Background: an optimization exercise with open tools, aiming at small area, a short achievable clock period and few clock cycles. Do not read the settings as production practice.
RTL that was checked went through simulation tests only; none was proved equivalent to the original.
Power is estimated from default activity; no workload was simulated.

==> v15 <==
// bdu
module bdu (
    input  wire        clk,
    input  wire        rst,           
    input  wire        reg_we,
    input  wire [3:0]  reg_waddr,
    input  wire [31:0] reg_wdata,
    input  wire [3:0]  reg_raddr,
    output reg  [31:0] reg_rdata,
    output wire        irq,
    output wire        busy,
    output reg         raw_re,
    output reg  [14:0] raw_addr,
    input  wire [7:0]  raw_rdata,
    output reg         plane_en,
    output reg         plane_we,
    output reg  [13:0] plane_addr,
    output reg  [7:0]  plane_wdata,
    input  wire [7:0]  plane_rdata,
    output reg         rgb_we,
    output reg  [15:0] rgb_addr,
    output reg  [7:0]  rgb_wdata      
);
clock: 13.0 ns
lec_check: 0
cap_margin: 30
core_margin: 2
core_utilization: 40
place_density: 0.6
slew_margin: 30
run.sh (not shown) runs the stock make flow with config.mk's settings and CLKGATE_MAP_FILE= SYNTH_SCRIPT=/design/flow/synth_recipe.tcl, a recipe that flattens the netlist after the stock synthesis.
==> v2: changes against v15 <==
--- a/flow/design.v
+++ b/flow/design.v
@@ -33,13 +33,13 @@
     reg [1:0]  pattern;
     reg [31:0] raw_len;
     reg [1:0]  phase;
     reg        done, patnop;
     reg [2:0]  ecode;
     reg [14:0] pix;               
-    reg [31:0] faddr;
+    reg [31:0] faddr;             
     reg [15:0] plo;
     reg [7:0]  phi8;
     reg        phi;               
     reg [1:0]  s;                 
     reg        unp_on;            
     reg        fuse;              
@@ -68,19 +68,20 @@
             R_HEIGHT:   reg_rdata = {16'd0, height};
             R_BITDEPTH: reg_rdata = {27'd0, bitdepth};
             R_PATTERN:  reg_rdata = {30'd0, pattern};
             R_RAW_LEN:  reg_rdata = raw_len;
             R_PIX:      reg_rdata = {17'd0, pix};
             R_FPIX:     reg_rdata = (ecode == E_BOUNDS) ? {17'd0, pix} : 32'd0;
-            R_FADDR:    reg_rdata = faddr;
+            R_FADDR:    reg_rdata = (phase == PH_HALT) ? faddr : 32'd0;
             default:    reg_rdata = 32'd0;
         endcase
     end
     wire        wr_ok = reg_we & ~busy;
-    wire [15:0] ma    = (wr_ok && reg_waddr == R_WIDTH)  ? reg_wdata[15:0] : width;
-    wire [15:0] mb    = (wr_ok && reg_waddr == R_HEIGHT) ? reg_wdata[15:0] : height;
+    wire        wr_wh = wr_ok & (reg_waddr == R_WIDTH || reg_waddr == R_HEIGHT);
+    wire [15:0] ma    = reg_wdata[15:0];
+    wire [15:0] mb    = reg_waddr[0] ? height : width;    
     wire [15:0] plo_n = ma * mb[7:0];
     wire [7:0]  phi_n8 = ma[7:0] * mb[15:8];
     reg         phi_n;
     integer     i;
     always @(*) begin
         phi_n = 1'b0;
@@ -179,28 +180,29 @@
             T_B:       opb <= plane_rdata;
             T_G:       opg <= plane_rdata;
             T_R:       opr <= plane_rdata;
             T_X:       opg <= gsum[8:1];
             default: ;
         endcase
-        plo  <= plo_n;
-        phi8 <= phi_n8;
-        phi  <= phi_n;
+        if (wr_wh) begin
+            plo  <= plo_n;
+            phi8 <= phi_n8;
+            phi  <= phi_n;
+        end
         if (rst || (cmd_wr && is_srst)) begin
             ie       <= 1'b0;
             width    <= 16'd0;
             height   <= 16'd0;
             bitdepth <= 5'd10;
             pattern  <= 2'd0;
             raw_len  <= 32'd0;
             phase    <= PH_IDLE;
             pix      <= 15'd0;
             done     <= 1'b0;
             patnop   <= 1'b0;
             ecode    <= 3'd0;
-            faddr    <= 32'd0;
             unp_on   <= 1'b0;
             v1       <= 1'b0;
             v2       <= 1'b0;
             dem_todo <= 1'b0;
             dact     <= 1'b0;
             dwp      <= 1'b0;
@@ -218,61 +220,62 @@
                     default: ;
                 endcase
             end
             if (cmd_wr && phase == PH_IDLE) begin
                 done   <= 1'b0;
                 patnop <= 1'b0;
+                faddr  <= reg_wdata;
                 s        <= 2'd2;
                 uc       <= 15'd0;
                 ba       <= 5'd0;
                 raw_addr <= 15'h7FFF;
                 fuse     <= ~width[0];
                 col      <= 14'd0;
                 lodd     <= 1'b1;
                 rgb_addr <= 16'hFFFF;
                 flt      <= 1'b0;
                 if (is_unp) begin
                     if (dims_zero || !legal) begin
-                        ecode <= E_ARG_CFG; faddr <= reg_wdata; phase <= PH_HALT;
+                        ecode <= E_ARG_CFG; phase <= PH_HALT;
                     end else if (novf) begin
-                        ecode <= E_ALLOC; faddr <= reg_wdata; phase <= PH_HALT;
+                        ecode <= E_ALLOC; phase <= PH_HALT;
                     end else if (short_d) begin
-                        ecode <= E_SHORT_READ; faddr <= reg_wdata; phase <= PH_HALT;
+                        ecode <= E_SHORT_READ; phase <= PH_HALT;
                     end else begin
-                        phase <= PH_UNPACK; unp_on <= 1'b1; pix <= 15'd0; fuse <= 1'b0;
+                        phase <= PH_UNPACK; unp_on <= 1'b1; fuse <= 1'b0;
                     end
                 end else if (is_dem) begin
                     if (dims_zero) begin
-                        ecode <= E_ARG_CFG; faddr <= reg_wdata; phase <= PH_HALT;
+                        ecode <= E_ARG_CFG; phase <= PH_HALT;
                     end else if (novf) begin
-                        ecode <= E_ALLOC; faddr <= reg_wdata; phase <= PH_HALT;
+                        ecode <= E_ALLOC; phase <= PH_HALT;
                     end else if (pattern != 2'd0) begin
                         patnop <= 1'b1;
                         done   <= 1'b1;
                         pix    <= 15'd0;
                     end else begin
-                        phase <= PH_DEMOSAIC; dem_todo <= 1'b1; pix <= 15'd0;
+                        phase <= PH_DEMOSAIC; dem_todo <= 1'b1;
                     end
                 end else if (is_conv) begin
                     if (reg_wdata[15:8] != 8'd0) begin
-                        ecode <= E_ARG_CMD; faddr <= reg_wdata; phase <= PH_HALT;
+                        ecode <= E_ARG_CMD; phase <= PH_HALT;
                     end else begin
                         bitdepth <= 5'd10;
                         pattern  <= 2'd0;
                         if (dims_zero) begin
-                            ecode <= E_ARG_CFG; faddr <= reg_wdata; phase <= PH_HALT;
+                            ecode <= E_ARG_CFG; phase <= PH_HALT;
                         end else if (novf) begin
-                            ecode <= E_ALLOC; faddr <= reg_wdata; phase <= PH_HALT;
+                            ecode <= E_ALLOC; phase <= PH_HALT;
                         end else if (short_10) begin
-                            ecode <= E_SHORT_READ; faddr <= reg_wdata; phase <= PH_HALT;
+                            ecode <= E_SHORT_READ; phase <= PH_HALT;
                         end else begin
-                            phase <= PH_UNPACK; unp_on <= 1'b1; dem_todo <= 1'b1; pix <= 15'd0;
+                            phase <= PH_UNPACK; unp_on <= 1'b1; dem_todo <= 1'b1;
                         end
                     end
                 end else begin
-                    ecode <= E_ARG_CMD; faddr <= reg_wdata; phase <= PH_HALT;
+                    ecode <= E_ARG_CMD; phase <= PH_HALT;
                 end
             end
             if (busy) begin
                 s <= (s == 2'd2) ? 2'd0 : s + 2'd1;
                 if (raw_re) w0 <= raw_rdata;
                 if (fetch) begin
@@ -323,12 +326,13 @@
                         end
                         if (pixn == npix) dact <= 1'b0;
                     end
                     if (dem_todo && !v1 && (unp_on ? (fuse && uc_gt_w && ba >= bitdepth) : 1'b1)) begin
                         dem_todo <= 1'b0;
                         dact     <= 1'b1;
+                        pix      <= 15'd0;
                     end
                 end
                 if (!unp_on && !v1 && !v2 && !dem_todo && !dact && !dwp) begin
                     if (flt) begin
                         phase <= PH_HALT;
                         ecode <= E_BOUNDS;
- SETUP_SLACK_MARGIN: not set -> 5
==> run summary <==
	v2	v15
Latest clock arrival within the worst-skew pair	0.57 ns	0.58 ns
Arrival time worst endpoint	5.30 ns	8.76 ns
Destination of the critical timing path	reg_rdata[3]	plo[15]
Core Footprint	65900 sq um	64100 sq um
Relative slew slack	35.2%	34.0%
Invs w/o clock	226	214
Power density relative to cell area	96.9 nW/um^2	89.2 nW/um^2
Sequential-to-total area share from yosys stat	29.5%	28.3%
Final critical-path setup slack	5.10 ns	4.65 ns
Most common cell after layout, fill and taps aside	sky130_fd_sc_hd__nand2_1	sky130_fd_sc_hd__nor2_1
Total leakage power	12.0 nW	11.9 nW
Area growth, synth to finish	13.5%	14.9%
Status	finished clean	finished clean
Wire length of the first global-routing pass	133000 um	141000 um
Peak supply drop	0.0750 mV	0.0834 mV
No functional check of the RTL was part of any run of this note.


==> inputs of run K <==
==> flow/design.v <==
module bdu (
    input  wire        clk,
    input  wire        rst,           
    input  wire        reg_we,
    input  wire [3:0]  reg_waddr,
    input  wire [31:0] reg_wdata,
    input  wire [3:0]  reg_raddr,
    output reg  [31:0] reg_rdata,
    output wire        irq,
    output wire        busy,
    output reg         raw_re,
    output reg  [14:0] raw_addr,
    input  wire [7:0]  raw_rdata,
    output reg         plane_en,
    output reg         plane_we,
    output reg  [13:0] plane_addr,
    output reg  [7:0]  plane_wdata,
    input  wire [7:0]  plane_rdata,
    output reg         rgb_we,
    output reg  [15:0] rgb_addr,
    output reg  [7:0]  rgb_wdata      
);
    localparam [1:0] PH_IDLE = 2'd0, PH_UNPACK = 2'd1, PH_DEMOSAIC = 2'd2, PH_HALT = 2'd3;
    localparam [2:0] E_ARG_CMD = 3'd1, E_ARG_CFG = 3'd2, E_ALLOC = 3'd3,
                     E_SHORT_READ = 3'd4, E_BOUNDS = 3'd5;
    localparam [3:0] R_CTRL = 4'd0, R_CMD = 4'd1, R_STATUS = 4'd2, R_WIDTH = 4'd3,
                     R_HEIGHT = 4'd4, R_BITDEPTH = 4'd5, R_PATTERN = 4'd6,
                     R_RAW_LEN = 4'd7, R_PIX = 4'd8, R_FPIX = 4'd9, R_FADDR = 4'd10;
    localparam [2:0] T_NONE = 3'd0, T_B = 3'd1, T_G = 3'd2, T_R = 3'd3, T_X = 3'd4;
    reg        ie;
    reg [15:0] width, height;
    reg [4:0]  bitdepth;
    reg [1:0]  pattern;
    reg [31:0] raw_len;
    reg [1:0]  phase;
    reg        done, patnop;
    reg [2:0]  ecode;
    reg [14:0] pix;               
    reg [31:0] faddr;             
    reg [15:0] plo;
    reg [7:0]  phi8;
    reg        phi;               
    reg [1:0]  s;                 
    reg        unp_on;            
    reg        fuse;              
    reg        dem_todo;          
    reg        dact;              
    reg        dwp;               
    reg        rdef;              
    reg        flt;               
    reg [14:0] uc;                
    reg [4:0]  ba;                
    reg        v1, v2;            
    reg [4:0]  amt1, amt2;        
    reg [7:0]  w0;                
    reg [13:0] col;               
    reg        lodd;              
    reg [7:0]  opb, opg, opr;     
    reg [2:0]  tg1, tg2;          
    assign busy = phase[0] ^ phase[1];
    assign irq  = ie & (done | (phase == PH_HALT));
    always @(*) begin
        case (reg_raddr)
            R_CTRL:     reg_rdata = {31'd0, ie};
            R_STATUS:   reg_rdata = {20'd0, 1'b0, ecode, 2'b00, phase, patnop,
                                     (phase == PH_HALT), done, busy};
            R_WIDTH:    reg_rdata = {16'd0, width};
            R_HEIGHT:   reg_rdata = {16'd0, height};
            R_BITDEPTH: reg_rdata = {27'd0, bitdepth};
            R_PATTERN:  reg_rdata = {30'd0, pattern};
            R_RAW_LEN:  reg_rdata = raw_len;
            R_PIX:      reg_rdata = {17'd0, pix};
            R_FPIX:     reg_rdata = (ecode == E_BOUNDS) ? {17'd0, pix} : 32'd0;
            R_FADDR:    reg_rdata = (phase == PH_HALT) ? faddr : 32'd0;
            default:    reg_rdata = 32'd0;
        endcase
    end
    wire        wr_ok = reg_we & ~busy;
    wire        wr_wh = wr_ok & (reg_waddr == R_WIDTH || reg_waddr == R_HEIGHT);
    wire [15:0] ma    = reg_wdata[15:0];
    wire [15:0] mb    = reg_waddr[0] ? height : width;    
    wire [15:0] plo_n = ma * mb[7:0];
    wire [7:0]  phi_n8 = ma[7:0] * mb[15:8];
    reg         phi_n;
    integer     i;
    always @(*) begin
        phi_n = 1'b0;
        for (i = 0; i < 16; i = i + 1)
            phi_n = phi_n | (ma[i] & (|(mb >> (15 - i))));
    end
    wire [15:0] p16  = {plo[15:8] + phi8, plo[7:0]};
    wire [14:0] npix = p16[14:0];
    wire        novf = phi | (p16 > 16'd16384);
    wire        dims_zero = (width == 16'd0) | (height == 16'd0);
    wire        legal     = (bitdepth >= 5'd1 && bitdepth <= 5'd10) ||
                            bitdepth == 5'd12 || bitdepth == 5'd16;
    wire [18:0] prodd     = bitdepth[4] ? {npix, 4'b0000} : npix * bitdepth[3:0];
    wire [18:0] prod10    = {1'b0, npix, 3'b000} + {3'b000, npix, 1'b0};
    wire        rl_hi     = |raw_len[31:16];
    wire [18:0] rl8       = {raw_len[15:0], 3'b000};
    wire        short_d   = ~rl_hi & (rl8 < prodd);
    wire        short_10  = ~rl_hi & (rl8 < prod10);
    wire cmd_wr  = reg_we && (reg_waddr == R_CMD);
    wire is_srst = reg_wdata == 32'h0000_0004;
    wire is_unp  = reg_wdata == 32'h0000_0001;
    wire is_dem  = reg_wdata == 32'h0000_0002;
    wire is_conv = (reg_wdata & 32'hFFFF_00FF) == 32'h0000_0003;
    wire [14:0] ucn    = uc + 15'd1;
    wire        uc_gt_w = {1'b0, uc} > width;
    wire        fetch  = unp_on & (ba < bitdepth);
    wire [4:0]  ba_f   = fetch ? ba + 5'd8 : ba;
    wire        fire_ok = fuse ? (dem_todo ? ~uc_gt_w : (s == 2'd0)) : 1'b1;
    wire        fire   = unp_on & fire_ok & (ba_f >= bitdepth);
    wire [4:0]  amt_n  = 5'd16 + bitdepth - ba_f;
    wire [14:0] uwa    = uc - {13'd0, v1, ~v1};
    wire [23:0] win    = {raw_rdata, w0, 8'd0} >> amt2;
    wire [7:0]  hmask  = (bitdepth[4] | bitdepth[3]) ? 8'hFF : ~(8'hFF >> bitdepth[2:0]);
    wire [7:0]  ext    = win[7:0] & hmask;
    wire oo = lodd & ~col[0];
    wire oe = lodd &  col[0];
    wire eo = ~lodd & ~col[0];
    wire fz = (s == 2'd0) ? (fuse & ~dem_todo & unp_on) : (s == 2'd1) ? v1 : v2;
    localparam [1:0] O_Z = 2'd0, O_W = 2'd1, O_NW = 2'd2, O_WM1 = 2'd3;
    reg [1:0] osel;
    reg       cin, rd;
    reg [2:0] tag;
    always @(*) begin
        osel = O_Z; cin = 1'b0; rd = 1'b0; tag = T_NONE;
        case (s)
            2'd0: if (oo) begin
                      rd = 1'b1;
                      if (fz) begin cin = 1'b1; tag = T_G; end
                      else begin osel = O_W; cin = 1'b1; tag = T_B; end
                  end else if (oe) begin
                      rd = 1'b1; osel = O_WM1; tag = T_X;
                  end else if (eo) begin
                      rd = 1'b1; cin = 1'b1; tag = T_B;
                  end else if (rdef) begin
                      rd = 1'b1; osel = O_NW; tag = T_R;
                  end
            2'd1: if (oo) begin
                      rd = 1'b1;
                      if (fz) tag = T_R;
                      else begin cin = 1'b1; tag = T_G; end
                  end else if (eo) begin
                      rd = 1'b1; tag = T_G;
                  end
            default: if (!fz) begin
                      if (oo) begin
                          rd = 1'b1; tag = T_R;
                      end else if (eo) begin
                          rd = 1'b1; osel = O_NW; cin = 1'b1; tag = T_R;
                      end
                  end
        endcase
    end
    wire [15:0] wm1  = width - 16'd1;
    wire [15:0] opnd = (osel == O_Z) ? 16'd0 : (osel == O_W) ? width :
                       (osel == O_NW) ? ~width : wm1;
    wire [15:0] addr = {1'b0, pix} + opnd + {15'd0, cin};
    wire        chk  = (oo & ~fz) | eo;
    wire        oob  = addr >= {1'b0, npix};
    wire [14:0] pixn = pix + 15'd1;
    wire [8:0]  gsum = {1'b0, opg} + {1'b0, plane_rdata};
    always @(*) begin
        case (s)
            2'd1:    rgb_wdata = opb;
            2'd2:    rgb_wdata = opg;
            default: rgb_wdata = opr;
        endcase
    end
    wire accept = cmd_wr & (phase == PH_IDLE);
    wire dem_go = dem_todo & ~v1 & (unp_on ? (fuse & uc_gt_w & (ba >= bitdepth)) : 1'b1);
    always @(posedge clk) begin
        tg1 <= T_NONE;
        tg2 <= tg1;
        case (tg2)
            T_B:     opb <= plane_rdata;
            T_G:     opg <= plane_rdata;
            T_R:     opr <= plane_rdata;
            T_X:     opg <= gsum[8:1];
            default: ;
        endcase
        if (wr_wh) begin
            plo  <= plo_n;
            phi8 <= phi_n8;
            phi  <= phi_n;
        end
        if (accept) begin
            faddr    <= reg_wdata;
            s        <= 2'd2;
            uc       <= 15'd0;
            ba       <= 5'd0;
            raw_addr <= 15'h7FFF;
            fuse     <= ~width[0] & reg_wdata[1];
            col      <= 14'd0;
            lodd     <= 1'b1;
            rgb_addr <= 16'hFFFF;
        end
        if (busy) begin
            s <= (s == 2'd2) ? 2'd0 : s + 2'd1;
            if (raw_re) w0 <= raw_rdata;
            if (fetch)  raw_addr <= raw_addr + 15'd1;
            ba   <= fire ? ba_f - bitdepth : ba_f;
            amt1 <= amt_n;
            amt2 <= amt1;
            if (fire) uc <= ucn;
            if (v2) begin
                plane_addr  <= uwa[13:0];
                plane_wdata <= ext;
            end
            if (dact) begin
                if (s == 2'd0 && chk && oob) begin
                    faddr <= {16'd0, addr};
                end else if (rd) begin
                    plane_addr <= addr[13:0];
                    tg1        <= tag;
                end
            end
            if (dwp) rgb_addr <= rgb_addr + 16'd1;
            if (s == 2'd2) begin
                if (dact && oo && fz) opb <= ext;
                if (dact) begin
                    if ({2'b00, col} == wm1) begin
                        col  <= 14'd0;
                        lodd <= ~lodd;
                    end else begin
                        col <= col + 14'd1;
                    end
                end
            end
        end
    end
    always @(posedge clk) begin
        raw_re   <= 1'b0;
        plane_en <= 1'b0;
        plane_we <= 1'b0;
        rgb_we   <= 1'b0;
        if (rst || (cmd_wr && is_srst)) begin
            ie       <= 1'b0;
            width    <= 16'd0;
            height   <= 16'd0;
            bitdepth <= 5'd10;
            pattern  <= 2'd0;
            raw_len  <= 32'd0;
            phase    <= PH_IDLE;
            pix      <= 15'd0;
            done     <= 1'b0;
            patnop   <= 1'b0;
            ecode    <= 3'd0;
            unp_on   <= 1'b0;
            v1       <= 1'b0;
            v2       <= 1'b0;
            dem_todo <= 1'b0;
            dact     <= 1'b0;
            dwp      <= 1'b0;
            rdef     <= 1'b0;
            flt      <= 1'b0;
        end else begin
            if (reg_we) begin
                case (reg_waddr)
                    R_CTRL:     ie <= reg_wdata[0];
                    R_WIDTH:    if (!busy) width    <= reg_wdata[15:0];
                    R_HEIGHT:   if (!busy) height   <= reg_wdata[15:0];
                    R_BITDEPTH: if (!busy) bitdepth <= reg_wdata[4:0];
                    R_PATTERN:  if (!busy) pattern  <= reg_wdata[1:0];
                    R_RAW_LEN:  if (!busy) raw_len  <= reg_wdata;
                    default: ;
                endcase
            end
            if (accept) begin
                done   <= 1'b0;
                patnop <= 1'b0;
                flt    <= 1'b0;
                if (is_unp) begin
                    if (dims_zero || !legal) begin
                        ecode <= E_ARG_CFG; phase <= PH_HALT;
                    end else if (novf) begin
                        ecode <= E_ALLOC; phase <= PH_HALT;
                    end else if (short_d) begin
                        ecode <= E_SHORT_READ; phase <= PH_HALT;
                    end else begin
                        phase <= PH_UNPACK; unp_on <= 1'b1;
                    end
                end else if (is_dem) begin
                    if (dims_zero) begin
                        ecode <= E_ARG_CFG; phase <= PH_HALT;
                    end else if (novf) begin
                        ecode <= E_ALLOC; phase <= PH_HALT;
                    end else if (pattern != 2'd0) begin
                        patnop <= 1'b1;
                        done   <= 1'b1;
                        pix    <= 15'd0;
                    end else begin
                        phase <= PH_DEMOSAIC; dem_todo <= 1'b1;
                    end
                end else if (is_conv) begin
                    if (reg_wdata[15:8] != 8'd0) begin
                        ecode <= E_ARG_CMD; phase <= PH_HALT;
                    end else begin
                        bitdepth <= 5'd10;
                        pattern  <= 2'd0;
                        if (dims_zero) begin
                            ecode <= E_ARG_CFG; phase <= PH_HALT;
                        end else if (novf) begin
                            ecode <= E_ALLOC; phase <= PH_HALT;
                        end else if (short_10) begin
                            ecode <= E_SHORT_READ; phase <= PH_HALT;
                        end else begin
                            phase <= PH_UNPACK; unp_on <= 1'b1; dem_todo <= 1'b1;
                        end
                    end
                end else begin
                    ecode <= E_ARG_CMD; phase <= PH_HALT;
                end
            end
            if (busy) begin
                if (fetch) raw_re <= 1'b1;
                v1 <= fire;
                v2 <= v1;
                if (fire && ucn == npix) unp_on <= 1'b0;
                if (v2) begin
                    plane_en <= 1'b1;
                    plane_we <= 1'b1;
                end
                if (dact) begin
                    if (s == 2'd0 && chk && oob) begin
                        flt  <= 1'b1;
                        dact <= 1'b0;
                    end else if (rd) begin
                        plane_en <= 1'b1;
                    end
                end
                if (dwp) rgb_we <= 1'b1;
                if (s == 2'd2) begin
                    rdef <= dact & eo & fz;
                    dwp  <= dact;
                    if (dact) begin
                        pix <= pixn;
                        if (pixn == npix) dact <= 1'b0;
                    end
                    if (dem_go) begin
                        dem_todo <= 1'b0;
                        dact     <= 1'b1;
                        pix      <= 15'd0;
                    end
                end
                if (!unp_on && !v1 && !v2 && !dem_todo && !dact && !dwp) begin
                    if (flt) begin
                        phase <= PH_HALT;
                        ecode <= E_BOUNDS;
                    end else begin
                        phase <= PH_IDLE;
                        done  <= 1'b1;
                        pix   <= npix;
                    end
                end
            end
        end
    end
endmodule
==> flow/flow/run.sh <==
#!/bin/bash
set -euo pipefail
MARGIN=${MARGIN:-7}
bash standard.sh SETUP_SLACK_MARGIN=$MARGIN finish > standard.log 2>&1
==> flow/standard.sh <==
#!/bin/bash
# synth_recipe.tcl (not shown) runs the flow's synth.tcl, then flattens the netlist and writes it again
# the make line also repeats each setting of config.mk as NAME=value (left out here)
make -C /OpenROAD-flow-scripts/flow DESIGN_CONFIG=/design/flow/config.mk WORK_HOME=/design/flow/orfs CLKGATE_MAP_FILE= SYNTH_SCRIPT=/design/flow/synth_recipe.tcl "${@:-finish}"
==> flow/config.mk <==
export PLATFORM = sky130hd
export DESIGN_NAME = bdu
export DESIGN_NICKNAME = bdu
export VERILOG_FILES = /design/flow/design.v
export SDC_FILE = /design/flow/constraint.sdc
export NUM_CORES = 4
export LEC_CHECK = 0
export CAP_MARGIN = 30
export CORE_MARGIN = 2
export CORE_UTILIZATION = 40
export PLACE_DENSITY = 0.6
export SLEW_MARGIN = 30
==> flow/constraint.sdc <==
create_clock -name core_clock -period 13.0 [get_ports {clk}]
set_input_delay 2.6000 -clock core_clock [delete_from_list [all_inputs] [get_ports {clk}]]
set_output_delay 2.6000 -clock core_clock [all_outputs]
set_load 0.01 [all_outputs]
==> inputs of run H, as changes to run K <==
--- a/flow/design.v
+++ b/flow/design.v
@@ -38,7 +38,6 @@
     reg [14:0] pix;               
     reg [31:0] faddr;             
-    reg [15:0] plo;
-    reg [7:0]  phi8;
-    reg        phi;               
+    reg [15:0] psum, pcar;        
+    reg        phi;
     reg [1:0]  s;                 
     reg        unp_on;            
@@ -52,8 +51,9 @@
     reg [4:0]  ba;                
     reg        v1, v2;            
-    reg [4:0]  amt1, amt2;        
+    reg [2:0]  amt1, amt2;        
     reg [7:0]  w0;                
     reg [13:0] col;               
     reg        lodd;              
+    reg        lw;                
     reg [7:0]  opb, opg, opr;     
     reg [2:0]  tg1, tg2;          
@@ -70,6 +70,6 @@
             R_PATTERN:  reg_rdata = {30'd0, pattern};
             R_RAW_LEN:  reg_rdata = raw_len;
-            R_PIX:      reg_rdata = {17'd0, pix};
-            R_FPIX:     reg_rdata = (ecode == E_BOUNDS) ? {17'd0, pix} : 32'd0;
+            R_PIX, R_FPIX:
+                        reg_rdata = (!reg_raddr[0] || ecode == E_BOUNDS) ? {17'd0, pix} : 32'd0;
             R_FADDR:    reg_rdata = (phase == PH_HALT) ? faddr : 32'd0;
             default:    reg_rdata = 32'd0;
@@ -78,16 +78,41 @@
     wire        wr_ok = reg_we & ~busy;
     wire        wr_wh = wr_ok & (reg_waddr == R_WIDTH || reg_waddr == R_HEIGHT);
-    wire [15:0] ma    = reg_wdata[15:0];
-    wire [15:0] mb    = reg_waddr[0] ? height : width;    
-    wire [15:0] plo_n = ma * mb[7:0];
-    wire [7:0]  phi_n8 = ma[7:0] * mb[15:8];
-    reg         phi_n;
+    wire        w_hi  = |width[15:8];
+    wire        h_hi  = |height[15:8];
+    wire        oth_hi = reg_waddr[0] ? h_hi : w_hi;
+    wire [15:0] ma_w  = w_hi ? width : reg_wdata[15:0];
+    wire [15:0] ma_h  = h_hi ? height : reg_wdata[15:0];
+    wire [7:0]  mb_w  = w_hi ? reg_wdata[7:0] : width[7:0];
+    wire [7:0]  mb_h  = h_hi ? reg_wdata[7:0] : height[7:0];
+    wire [15:0] ma    = reg_waddr[0] ? ma_h : ma_w;
+    wire [7:0]  mb    = reg_waddr[0] ? mb_h : mb_w;
+    function [31:0] csa;          
+        input [15:0] x, y, z;
+        begin
+            csa = {((x & y) | (x & z) | (y & z)) << 1, x ^ y ^ z};
+        end
+    endfunction
+    wire [15:0] r0 = mb[0] ? ma        : 16'd0;
+    wire [15:0] r1 = mb[1] ? ma << 1   : 16'd0;
+    wire [15:0] r2 = mb[2] ? ma << 2   : 16'd0;
+    wire [15:0] r3 = mb[3] ? ma << 3   : 16'd0;
+    wire [15:0] r4 = mb[4] ? ma << 4   : 16'd0;
+    wire [15:0] r5 = mb[5] ? ma << 5   : 16'd0;
+    wire [15:0] r6 = mb[6] ? ma << 6   : 16'd0;
+    wire [15:0] r7 = mb[7] ? ma << 7   : 16'd0;
+    wire [31:0] l1a = csa(r0, r1, r2);
+    wire [31:0] l1b = csa(r3, r4, r5);
+    wire [31:0] l2a = csa(l1a[15:0], l1a[31:16], l1b[15:0]);
+    wire [31:0] l2b = csa(l1b[31:16], r6, r7);
+    wire [31:0] l3  = csa(l2a[15:0], l2a[31:16], l2b[15:0]);
+    wire [31:0] l4  = csa(l3[15:0], l3[31:16], l2b[31:16]);
+    reg         phi_n;                
     integer     i;
     always @(*) begin
-        phi_n = 1'b0;
-        for (i = 0; i < 16; i = i + 1)
-            phi_n = phi_n | (ma[i] & (|(mb >> (15 - i))));
+        phi_n = oth_hi & (|reg_wdata[15:8]);
+        for (i = 0; i < 8; i = i + 1)
+            phi_n = phi_n | (mb[i] & (|(ma >> (15 - i))));
     end
-    wire [15:0] p16  = {plo[15:8] + phi8, plo[7:0]};
+    wire [15:0] p16  = psum + pcar;
     wire [14:0] npix = p16[14:0];
     wire        novf = phi | (p16 > 16'd16384);
@@ -95,10 +120,10 @@
     wire        legal     = (bitdepth >= 5'd1 && bitdepth <= 5'd10) ||
                             bitdepth == 5'd12 || bitdepth == 5'd16;
-    wire [18:0] prodd     = bitdepth[4] ? {npix, 4'b0000} : npix * bitdepth[3:0];
-    wire [18:0] prod10    = {1'b0, npix, 3'b000} + {3'b000, npix, 1'b0};
     wire        rl_hi     = |raw_len[31:16];
-    wire [18:0] rl8       = {raw_len[15:0], 3'b000};
-    wire        short_d   = ~rl_hi & (rl8 < prodd);
-    wire        short_10  = ~rl_hi & (rl8 < prod10);
+    wire [19:0] rl8m1     = {1'b1, ~raw_len[15:0], 3'b111};      
+    wire [19:0] sd        = npix * bitdepth + rl8m1;
+    wire [19:0] s10       = {2'b00, npix, 3'b000} + {4'b0000, npix, 1'b0} + rl8m1;
+    wire        short_d   = ~rl_hi & ~sd[19];
+    wire        short_10  = ~rl_hi & ~s10[19];
     wire cmd_wr  = reg_we && (reg_waddr == R_CMD);
     wire is_srst = reg_wdata == 32'h0000_0004;
@@ -107,12 +132,12 @@
     wire is_conv = (reg_wdata & 32'hFFFF_00FF) == 32'h0000_0003;
     wire [14:0] ucn    = uc + 15'd1;
-    wire        uc_gt_w = {1'b0, uc} > width;
+    wire        uc_gt_w = lw & col[0];
     wire        fetch  = unp_on & (ba < bitdepth);
     wire [4:0]  ba_f   = fetch ? ba + 5'd8 : ba;
     wire        fire_ok = fuse ? (dem_todo ? ~uc_gt_w : (s == 2'd0)) : 1'b1;
     wire        fire   = unp_on & fire_ok & (ba_f >= bitdepth);
-    wire [4:0]  amt_n  = 5'd16 + bitdepth - ba_f;
+    wire [2:0]  amt_n  = 3'd7 + bitdepth[2:0] - ba_f[2:0];
     wire [14:0] uwa    = uc - {13'd0, v1, ~v1};
-    wire [23:0] win    = {raw_rdata, w0, 8'd0} >> amt2;
+    wire [14:0] win    = {raw_rdata, w0[7:1]} >> amt2;
     wire [7:0]  hmask  = (bitdepth[4] | bitdepth[3]) ? 8'hFF : ~(8'hFF >> bitdepth[2:0]);
     wire [7:0]  ext    = win[7:0] & hmask;
@@ -121,5 +146,5 @@
     wire eo = ~lodd & ~col[0];
     wire fz = (s == 2'd0) ? (fuse & ~dem_todo & unp_on) : (s == 2'd1) ? v1 : v2;
-    localparam [1:0] O_Z = 2'd0, O_W = 2'd1, O_NW = 2'd2, O_WM1 = 2'd3;
+    localparam [1:0] O_Z = 2'd0, O_W = 2'd1, O_NW = 2'd2;
     reg [1:0] osel;
     reg       cin, rd;
@@ -133,9 +158,9 @@
                       else begin osel = O_W; cin = 1'b1; tag = T_B; end
                   end else if (oe) begin
-                      rd = 1'b1; osel = O_WM1; tag = T_X;
+                      rd = 1'b1; osel = O_W; tag = T_X;
                   end else if (eo) begin
                       rd = 1'b1; cin = 1'b1; tag = T_B;
                   end else if (rdef) begin
-                      rd = 1'b1; osel = O_NW; tag = T_R;
+                      rd = 1'b1; osel = O_NW; cin = 1'b1; tag = T_R;
                   end
             2'd1: if (oo) begin
@@ -155,11 +180,12 @@
         endcase
     end
-    wire [15:0] wm1  = width - 16'd1;
     wire [15:0] opnd = (osel == O_Z) ? 16'd0 : (osel == O_W) ? width :
-                       (osel == O_NW) ? ~width : wm1;
+                       ~width;
     wire [15:0] addr = {1'b0, pix} + opnd + {15'd0, cin};
     wire        chk  = (oo & ~fz) | eo;
     wire        oob  = addr >= {1'b0, npix};
-    wire [14:0] pixn = pix + 15'd1;
+    wire [13:0] colp1 = col + 14'd1;
+    wire        eol   = {2'b00, colp1} == width;
+    wire [14:0] pixn  = pix + {13'd0, col[0], ~col[0] & eol};
     wire [8:0]  gsum = {1'b0, opg} + {1'b0, plane_rdata};
     always @(*) begin
@@ -183,27 +209,24 @@
         endcase
         if (wr_wh) begin
-            plo  <= plo_n;
-            phi8 <= phi_n8;
-            phi  <= phi_n;
-        end
-        if (accept) begin
-            faddr    <= reg_wdata;
-            s        <= 2'd2;
-            uc       <= 15'd0;
-            ba       <= 5'd0;
-            raw_addr <= 15'h7FFF;
-            fuse     <= ~width[0] & reg_wdata[1];
-            col      <= 14'd0;
-            lodd     <= 1'b1;
-            rgb_addr <= 16'hFFFF;
+            psum <= l4[15:0];
+            pcar <= l4[31:16];
+            phi <= phi_n;
         end
+        s    <= (s == 2'd2) ? 2'd0 : s + 2'd1;
+        ba   <= fire ? ba_f - bitdepth : ba_f;
+        amt1 <= amt_n;
+        amt2 <= amt1;
         if (busy) begin
-            s <= (s == 2'd2) ? 2'd0 : s + 2'd1;
             if (raw_re) w0 <= raw_rdata;
             if (fetch)  raw_addr <= raw_addr + 15'd1;
-            ba   <= fire ? ba_f - bitdepth : ba_f;
-            amt1 <= amt_n;
-            amt2 <= amt1;
             if (fire) uc <= ucn;
+            if (fire & fuse & dem_todo) begin
+                if (eol) begin
+                    col <= 14'd0;
+                    lw  <= 1'b1;
+                end else begin
+                    col <= colp1;
+                end
+            end
             if (v2) begin
                 plane_addr  <= uwa[13:0];
@@ -220,15 +243,30 @@
             if (dwp) rgb_addr <= rgb_addr + 16'd1;
             if (s == 2'd2) begin
+                if (dem_go) begin
+                    col  <= 14'd0;
+                    lodd <= 1'b1;
+                end
                 if (dact && oo && fz) opb <= ext;
                 if (dact) begin
-                    if ({2'b00, col} == wm1) begin
+                    if (eol) begin
                         col  <= 14'd0;
                         lodd <= ~lodd;
                     end else begin
-                        col <= col + 14'd1;
+                        col <= colp1;
                     end
                 end
             end
         end
+        if (accept) begin
+            faddr    <= reg_wdata;
+            s        <= 2'd2;
+            uc       <= 15'd0;
+            ba       <= 5'd0;
+            raw_addr <= 15'h7FFF;
+            fuse     <= ~width[0] & reg_wdata[1];
+            col      <= 14'd0;
+            lw       <= 1'b0;
+            rgb_addr <= 16'hFFFF;
+        end
     end
     always @(posedge clk) begin
==> flow/flow/run.sh (replaced) <==
#!/bin/bash
set -euo pipefail
MARGIN=${MARGIN:-6.25}
bash standard.sh SETUP_SLACK_MARGIN=$MARGIN finish > standard.log 2>&1
==> flow/config.mk (replaced) <==
export PLATFORM = sky130hd
export DESIGN_NAME = bdu
export DESIGN_NICKNAME = bdu
export VERILOG_FILES = /design/flow/design.v
export SDC_FILE = /design/flow/constraint.sdc
export NUM_CORES = 4
export LEC_CHECK = 0
export CAP_MARGIN = 15
export CORE_MARGIN = 2
export CORE_UTILIZATION = 55
export CTS_BUF_LIST = sky130_fd_sc_hd__clkbuf_4 sky130_fd_sc_hd__clkbuf_8
export PLACE_DENSITY = 0.7
export SLEW_MARGIN = 15
==> qor summary <==
Endpoint of the most critical setup path: run H reg_rdata[25]; run K reg_rdata[0]
Die width: run H 207.7 um; run K 256.9 um
Post-layout instance area: run H 0.02630 mm^2; run K 0.03222 mm^2
Highest fanout seen on the critical path: run H 15; run K 3
Mapped cell area: run H 0.02283 mm^2; run K 0.02558 mm^2
Placed cell areas: run H 0.02478 mm^2; run K 0.02813 mm^2
Fraction of final layout cells sized beyond drive strength 1: run H 0.09423; run K 0.1733
Number of buffers and inverters on the critical path: run H 4; run K 6
Number of tapcells: run H 532; run K 846
Result of the run: run H finished clean; run K finished clean
Antenna violations before repair: run H 0; run K 2
Number of buffers other than clock buffers in the final layout: run H 215; run K 407
Overall track demand over capacity in global routing: run H 0.3343; run K 0.2738
Final clock-cell share: run H 0.04306; run K 0.03651
Synth cell types: run H 90; run K 97
Hold Crit Endpoint: run H tg2[2]$_DFF_P_; run K tg2[0]$_DFF_P_
Master of the slowest instance on the critical path: run H sky130_fd_sc_hd__clkdlybuf4s50_1; run K sky130_fd_sc_hd__a221o_1
Multi-input combinational cell count: run H 1996; run K 2414
Initial standard-cell utilization of the core: run H 0.5579; run K 0.4047
Post-synth EDFFs: run H 107; run K 89
Number of sequential cells in the layout: run H 301; run K 302
Number of standard cells after synthesis: run H 2655; run K 3133
Compound-cell area share of the yosys netlist: run H 0.1534; run K 0.1827
Testbench counts of run K, summed over its fixed seeds: cycles 197,751.
Testbench counts of run H, summed over its fixed seeds: cycles 197,751.

## afterwards: timing with drivers on the ports
The flow's constraints put no driver on any port. The routed layouts listed below were extracted and timed again, unchanged, in two steps. Step 1 (the two cells are an assumption about what drives the block):
set clk [get_ports {clk}]
set_driving_cell -lib_cell sky130_fd_sc_hd__clkbuf_16 $clk
set_driving_cell -lib_cell sky130_fd_sc_hd__buf_2 [delete_from_list [all_inputs] $clk]
Step 2 adds t to the input delays and takes it off the output delays; t is the mean of the earliest and latest rising clock arrival at the registers after step 1. Input paths then give back, and output paths get back, about the clock's delay inside the block. Three values: ideal, step 1, step 2; two values: the first two.
| run | shift t [ns] | setup slack, ns | pins driven straight from the clock port |
|---|---|---|---|
| v15 | 0.625 | 4.653 / 4.686 / 4.062 | 1 |
| v2 | 0.625 | 5.103 / 5.002 / 5.002 | 1 |
| run K | 0.620 | 6.221 / 6.123 / 5.721 | 1 |
| run H | 0.696 | 6.251 / 6.171 / 5.857 | 1 |
After both steps every run listed still meets setup and hold. For v15, which loses most, drivers alone change the setup slack by +0.033 ns; drivers and shift together by -0.591 ns.
